From an optimization exercise on the open Yosys and OpenROAD flow, aimed at small area, a short achievable clock period and few clock cycles; shortcuts taken in it are not production practice.
Where RTL was checked, it was by simulation tests only, not by an equivalence proof against the original.
Power and IR drop assume default switching activity.

// fbp_framer_rx
module fbp_framer_rx (
    input  wire        clk,
    input  wire        rst,
    input  wire        in_valid,
    input  wire [7:0]  in_data,
    output wire        in_ready,
    output reg         ev_valid,
    output reg  [1:0]  ev_kind,
    output reg  [4:0]  ev_type,
    output reg  [10:0] ev_id,
    output reg  [15:0] ev_meta,
    output reg  [7:0]  ev_len,
    output reg         pl_valid,
    output reg  [7:0]  pl_data,
    output reg         pl_last,
    output reg         busy,
    output reg  [31:0] stat_ignored,
    output reg  [31:0] stat_resync
);
For scale: roughly 5,200 cells after synthesis, roughly 67,000 sq um of cells after synthesis.
export LEC_CHECK = 0
export ABC_AREA = 1
export CAP_MARGIN = 20
export CORE_MARGIN = 2
export CORE_UTILIZATION = 50
export GPL_ROUTABILITY_DRIVEN = 0
export GPL_TIMING_DRIVEN = 1
export PLACE_DENSITY = 0.65
export SLEW_MARGIN = 20
create_clock -name core_clock -period 12.0 [get_ports {clk}]
standard.sh (not shown) runs the stock make flow with config.mk's settings and CLKGATE_MAP_FILE= SYNTH_SCRIPT=/design/flow/synth_recipe.tcl, a recipe that flattens the netlist after the stock synthesis.
==> flow/flow/run.sh <==
#!/bin/bash
# Standard layout, with the setup repair aiming at a tighter slack than the clock needs
# and a clock tree built from larger sink clusters without dummy loads.
set -euo pipefail
export SETUP_SLACK_MARGIN=8.6
export CTS_ARGS="-sink_clustering_enable -repair_clock_nets -sink_clustering_size 35 -sink_clustering_max_diameter 60 -buf_list {sky130_fd_sc_hd__clkbuf_8 sky130_fd_sc_hd__clkbuf_16} -dont_use_dummy_load"
bash standard.sh > standard_flow.log 2>&1
Testbench counts at the start, summed over its fixed seeds: cycles 42,615.
Then changed:
GPL_ROUTABILITY_DRIVEN = not set   (was 0)
GPL_TIMING_DRIVEN = not set   (was 1)
=> Utilization rose by 0.15 points; die area stays the same; design area is about the same; sequential share of layout area fell by 0.18 points; wire length rose by 3.9%; synthesized area stays the same.
Then changed:
==> flow/flow/run.sh (replaced) <==
#!/bin/bash
# Standard layout, with the setup repair aiming at a tighter slack than the clock needs
# and a clock tree built from larger sink clusters without dummy loads.
set -euo pipefail
export SETUP_SLACK_MARGIN=8.6
export CTS_ARGS="-sink_clustering_enable -repair_clock_nets -sink_clustering_size 25 -sink_clustering_max_diameter 50 -buf_list {sky130_fd_sc_hd__clkbuf_8 sky130_fd_sc_hd__clkbuf_16} -dont_use_dummy_load"
bash standard.sh > standard_flow.log 2>&1
What happened:
- synthesized area is unchanged
- setup slack is about the same
- maximum frequency barely changes
- worst hold slack loses 0.054 ns
- non-clock buffer count came out higher by 9


## alpha
fbp_framer_rx, a different RTL version from the one above (not shown whole).
Size in the first run: about 4800 cells after synthesis, ~2500 flip-flops, roughly 0.068 mm² of cells after synthesis.
clock: 12.0 ns
lec_check: 0
cap_margin: 20
core_margin: 2
core_utilization: 30
cts_buf_list: sky130_fd_sc_hd__clkbuf_8 sky130_fd_sc_hd__clkbuf_16
cts_cluster_diameter: 60
cts_cluster_size: 30
place_density: 0.45
slew_margin: 20
run.sh (not shown) runs the stock make flow with config.mk's settings and CLKGATE_MAP_FILE= SYNTH_SCRIPT=/design/flow/synth_recipe.tcl, a recipe that flattens the netlist after the stock synthesis.
Stock flow here: none of the scripts above is used.
Here is what was changed in the inputs of beta compared with alpha.
Settings: CTS_BUF_LIST: sky130_fd_sc_hd__clkbuf_8 sky130_fd_sc_hd__clkbuf_16 -> sky130_fd_sc_hd__clkbuf_4 sky130_fd_sc_hd__clkbuf_8 sky130_fd_sc_hd__clkbuf_16; CTS_CLUSTER_DIAMETER: 60 -> 50; ABC_CLOCK_PERIOD_IN_PS: unset -> 3500; CTS_CLUSTER_SIZE: 30 -> 20.
Notes after the runs:
- Compared with alpha, in beta via count moved up, core occupancy in the finished layout increased by 0.53 points relative to the old numbers, wire length went up, routing usage on met3 went up.
- Compared with alpha, beta shows a higher sum of internal, switching and leakage power.
- Diff beta..alpha | total met2 wirelength after detailed routing | negligible
- Sequential share of layout area ended up 1.0 points lower on beta than on alpha.
Function was not checked in any run of this note: the RTL went through the layout flow alone.

-- static timing again, ports no longer ideal --
No port has a modelled driver above. Below, the same layouts with a new extraction and two added sets of constraints.
Step 1, drivers: a clkbuf_16 drives clk and a buf_2 each remaining input, both assumed.
Step 2, shift: input delay + t, output delay - t, t = (earliest + latest rising clock arrival at the registers) / 2. This alone moves slack from input paths to output paths.
a / b / c = ideal ports / drivers / drivers and shift; a / b = the first two.
run	t, ns	setup WS [ns]	worst setup path at the end	latest minus earliest clock arrival (ns)	worst slew at a driven data input, ns
the first run of note 1	0.795	8.367 / 8.293 / 8.190	input to register	0.137 / 0.136	0.12
the second run of note 1	0.797	8.380 / 8.302 / 8.203	input to register	0.158 / 0.158	0.15
the third run of note 1	0.822	8.379 / 8.306 / 8.168	input to register	0.140 / 0.140	0.13
alpha	0.873	6.873 / 6.873 / 6.385	input to register	0.063 / 0.063	0.11
beta	0.896	6.907 / 6.907 / 6.357	input to register	0.070 / 0.070	0.11
After both steps every run listed still meets setup and hold. For beta, which loses most, drivers alone change the setup slack by 0.000 ns; drivers and shift together by -0.550 ns.
